Context: an optimization exercise on an open-source flow, tuned for small area, a short achievable clock period and few clock cycles. The choices shown serve that exercise and are no tape-out recipe. At most, simulation tests tie the RTL to the original design; equivalence was not proved.

## tia_render
module tia_render (
    input  wire        clk,
    input  wire        rst,
    input  wire        cmd_valid,
    output wire        cmd_ready,
    input  wire [2:0]  cmd_op,
    input  wire [5:0]  cmd_addr,
    input  wire [7:0]  cmd_data,
    input  wire [8:0]  cmd_x,       
    input  wire [8:0]  cmd_y,       
    output reg         pix_valid,
    output reg  [8:0]  pix_y,
    output reg  [7:0]  pix_x,
    output reg  [6:0]  pix_color,
    output reg         rd_valid,
    output wire [14:0] rd_data
);
    localparam K_PW = 2'd0;    
    localparam K_R  = 2'd1;    
    localparam K_J  = 2'd2;    
    localparam R_VBLANK = 5'd0,  R_NUSIZ0 = 5'd1,  R_NUSIZ1 = 5'd2,  R_COLUP0 = 5'd3;
    localparam R_COLUP1 = 5'd4,  R_COLUPF = 5'd5,  R_COLUBK = 5'd6,  R_CTRLPF = 5'd7;
    localparam R_REFP0  = 5'd8,  R_REFP1  = 5'd9,  R_PF0    = 5'd10, R_PF1    = 5'd11;
    localparam R_PF2    = 5'd12, R_GRP0   = 5'd13, R_GRP1   = 5'd14, R_ENAM0  = 5'd15;
  ...
Size in the first run: ~1900 cells after synthesis, roughly 290 flip-flops, about 80 I/O pins, about 0.016 sq mm of cells after synthesis.
export LEC_CHECK = 0
export ABC_AREA = 1
export CAP_MARGIN = 20
export CORE_MARGIN = 2
export CORE_UTILIZATION = 40
export CTS_BUF_LIST = sky130_fd_sc_hd__clkbuf_8
export CTS_CLUSTER_DIAMETER = 50
export CTS_CLUSTER_SIZE = 12
export SETUP_SLACK_MARGIN = 5
export SLEW_MARGIN = 20
create_clock -name core_clock -period 8.0 [get_ports {clk}]
run.sh (not shown) runs the stock make flow with config.mk's settings and CLKGATE_MAP_FILE= SYNTH_SCRIPT=/design/flow/synth_recipe.tcl, a recipe that flattens the netlist after the stock synthesis.
Testbench counts at the start, summed over its fixed seeds: cycles 172,451.
Next try:
--- a/flow/design.v
+++ b/flow/design.v
@@ -240,24 +240,31 @@
         if (rst || (w1 && pw_idx == R_POS + 5'd4)) pos4 <= wd;
         if (rst || (w2 && pw_idx == R_COLUP0)) colup0 <= wd[7:1];
         if (rst || (w2 && pw_idx == R_COLUP1)) colup1 <= wd[7:1];
         if (rst || (w2 && pw_idx == R_COLUPF)) colupf <= wd[7:1];
         if (rst || (w2 && pw_idx == R_COLUBK)) colubk <= wd[7:1];
         if (rst || (w2 && pw_idx == R_CTRLPF)) begin ctrl_score <= wd[1]; ctrl_prio <= wd[2]; end
     end
     function [8:0] dsub;
         input [7:0] c;
         input [7:0] p;
         input       m;
+        reg         cy;
+        integer     i;
         begin
-            dsub = {1'b0, c} - {1'b0, p} - {8'd0, m};
+            cy = !m;
+            for (i = 0; i < 8; i = i + 1) begin
+                dsub[i] = c[i] ^ ~p[i] ^ cy;
+                cy = (c[i] & ~p[i]) | (c[i] & cy) | (~p[i] & cy);
+            end
+            dsub[8] = !cy;
         end
     endfunction
     function blk;
         input [5:0] h;
         input [4:0] b;
         begin
             blk = (h == {1'b0, b}) || (h == {1'b0, b} + 6'd44);
         end
     endfunction
     function copy_blk;
         input [5:0] h;
The new run produced a clean layout.
Setup slack loses 1300 ps.
Clock-buffer cell count rose by 1.
Via count fell by roughly a tenth.
Worst hold slack gains 8.2 ps.
Critical path depth is higher by 7.
Die area shrinks by a few percent.
Design area decreases by a few percent.
Only the layout flow was run in the second run of this note; the RTL was not checked for function there.


## v38
tia_render, a different RTL version from the one above (not shown whole).
Size in the first run: roughly 1700 cells after synthesis, ~290 flip-flops, roughly 80 I/O pins.
## tia_render
module tia_render (
    input  wire        clk,
    input  wire        rst,
    input  wire        cmd_valid,
    output wire        cmd_ready,
    input  wire [2:0]  cmd_op,
    input  wire [5:0]  cmd_addr,
    input  wire [7:0]  cmd_data,
    input  wire [8:0]  cmd_x,       
    input  wire [8:0]  cmd_y,       
    output reg         pix_valid,
    output reg  [8:0]  pix_y,
    output reg  [7:0]  pix_x,
    output reg  [6:0]  pix_color,
    output reg         rd_valid,
    output wire [14:0] rd_data
);
    localparam K_PW = 2'd0;    
    localparam K_R  = 2'd1;    
    localparam K_J  = 2'd2;    
    localparam R_VBLANK = 5'd0,  R_NUSIZ0 = 5'd1,  R_NUSIZ1 = 5'd2,  R_COLUP0 = 5'd3;
    localparam R_COLUP1 = 5'd4,  R_COLUPF = 5'd5,  R_COLUBK = 5'd6,  R_CTRLPF = 5'd7;
    localparam R_REFP0  = 5'd8,  R_REFP1  = 5'd9,  R_PF0    = 5'd10, R_PF1    = 5'd11;
    localparam R_PF2    = 5'd12, R_GRP0   = 5'd13, R_GRP1   = 5'd14, R_ENAM0  = 5'd15;
    localparam R_ENAM1  = 5'd16, R_ENABL  = 5'd17, R_VDELP0 = 5'd18, R_VDELP1 = 5'd19;
  ...
==> flow/config.mk <==
export PLATFORM = sky130hd
export DESIGN_NAME = tia_render
export DESIGN_NICKNAME = tia_render
export VERILOG_FILES = /design/flow/design.v
export SDC_FILE = /design/flow/constraint.sdc
export NUM_CORES = 4
export LEC_CHECK = 0
export ABC_AREA = 1
export CAP_MARGIN = 20
export CORE_MARGIN = 2
export CORE_UTILIZATION = 40
export CTS_BUF_LIST = sky130_fd_sc_hd__clkbuf_8
export CTS_CLUSTER_DIAMETER = 50
export CTS_CLUSTER_SIZE = 12
export SETUP_SLACK_MARGIN = 5
export SLEW_MARGIN = 20
==> flow/constraint.sdc <==
create_clock -name core_clock -period 8.0 [get_ports {clk}]
set_input_delay 1.6000 -clock core_clock [delete_from_list [all_inputs] [get_ports {clk}]]
set_output_delay 1.6000 -clock core_clock [all_outputs]
set_load 0.01 [all_outputs]
Testbench counts of v38, summed over its fixed seeds: cycles 172,451.
[inputs] v21 vs v38
-- flow/design.v --
<<< v38, line 28
    localparam R_RD     = 5'd30;  
    localparam R_CLR    = 5'd31;  
    function gt18;
        input [17:0] a;
        input [17:0] b;
        reg   [17:0] g, e;
        integer      w, i;
        begin
            for (i = 0; i < 18; i = i + 1) begin
                g[i] = a[i] & ~b[i];
                e[i] = ~(a[i] ^ b[i]);
            end
            for (w = 1; w < 18; w = w * 2)
                for (i = 17; i >= w; i = i - 1)
                    if (((17 - i) % (2 * w)) == 0) begin
                        g[i] = g[i] | (e[i] & g[i-w]);
                        e[i] = e[i] & e[i-w];
                    end
            gt18 = g[17];
        end
    endfunction
    reg       in_ok;
    reg [1:0] in_k;
>>> v21, line 28
    localparam R_RD     = 5'd30;  
    localparam R_CLR    = 5'd31;  
    reg       in_ok;
    reg [1:0] in_k;
<<< v38, line 158
    wire [9:0] bm_row = ir_a;
    wire [7:0] bm_col = ir_b;
    wire bm_gt = gt18({~bm_row[9], bm_row[8:0], bm_col}, {~p_row[9], p_row[8:0], p_col});
    wire ir_R = ir_valid && (ir_k == K_R);
    wire ir_J = ir_valid && (ir_k == K_J);
>>> v21, line 139
    wire [9:0] bm_row = ir_a;
    wire [7:0] bm_col = ir_b;
    wire bm_gt = ($signed(bm_row) > $signed(p_row)) ||
                 (bm_row == p_row && bm_col > p_col);
    wire ir_R = ir_valid && (ir_k == K_R);
    wire ir_J = ir_valid && (ir_k == K_J);
--- outcome ---
Count of endpoints failing hold in the final timing report delta (v38 -> v21): insignificant
Lower cell count after synthesis among v38 and v21: v38
v21 vs. v38: final cell count went up by 4.7%, layout multi-input combinational cell count went up by 39.
v38 → v21: maximum resistive drop on vdd now sits lower; average wire per standard cell now sits higher.
Maximum frequency was lower in the run labelled v38.
What v21 reported for routed length on met2 has to be multiplied by 0.947 to get the figure for v38.
Function not checked in v21: the RTL went through the layout flow alone.

==> port drivers added, routing unchanged <==
The results above use ideal ports. As a check the final layouts listed here were re-extracted and re-timed, cells and wires unchanged. Step 1: set_driving_cell puts a clkbuf_16 on clk and a buf_2 on each other input, an assumption about the parent block. Step 2, shift: input delay + t, output delay - t, t = (earliest + latest rising clock arrival at the registers) / 2. This alone moves slack from input paths to output paths. Three values: no drivers, after step 1, after step 2; two values: the first two.
run | t, ns | setup slack, ns | hold slack, ns | latest minus earliest clock arrival (ns) | worst slew at a driven data input, ns
the first run of note 1 | 0.601 | 5.130 / 5.141 / 4.552 | 0.321 / 0.321 / 0.321 | 0.020 / 0.019 | 0.04
the second run of note 1 | 0.604 | 3.873 / 3.873 / 3.873 | 0.329 / 0.329 / 0.329 | 0.025 / 0.024 | 0.04
v38 | 0.597 | 5.035 / 5.035 / 4.529 | 0.325 / 0.325 / 0.325 | 0.043 / 0.043 | 0.04
v21 | 0.601 | 5.053 / 5.053 / 4.481 | 0.318 / 0.318 / 0.318 | 0.034 / 0.033 | 0.05
After both steps every run listed still meets setup and hold. The setup slack of the first run of note 1, which loses most, moves by +0.011 ns with the drivers and by -0.578 ns with both steps.
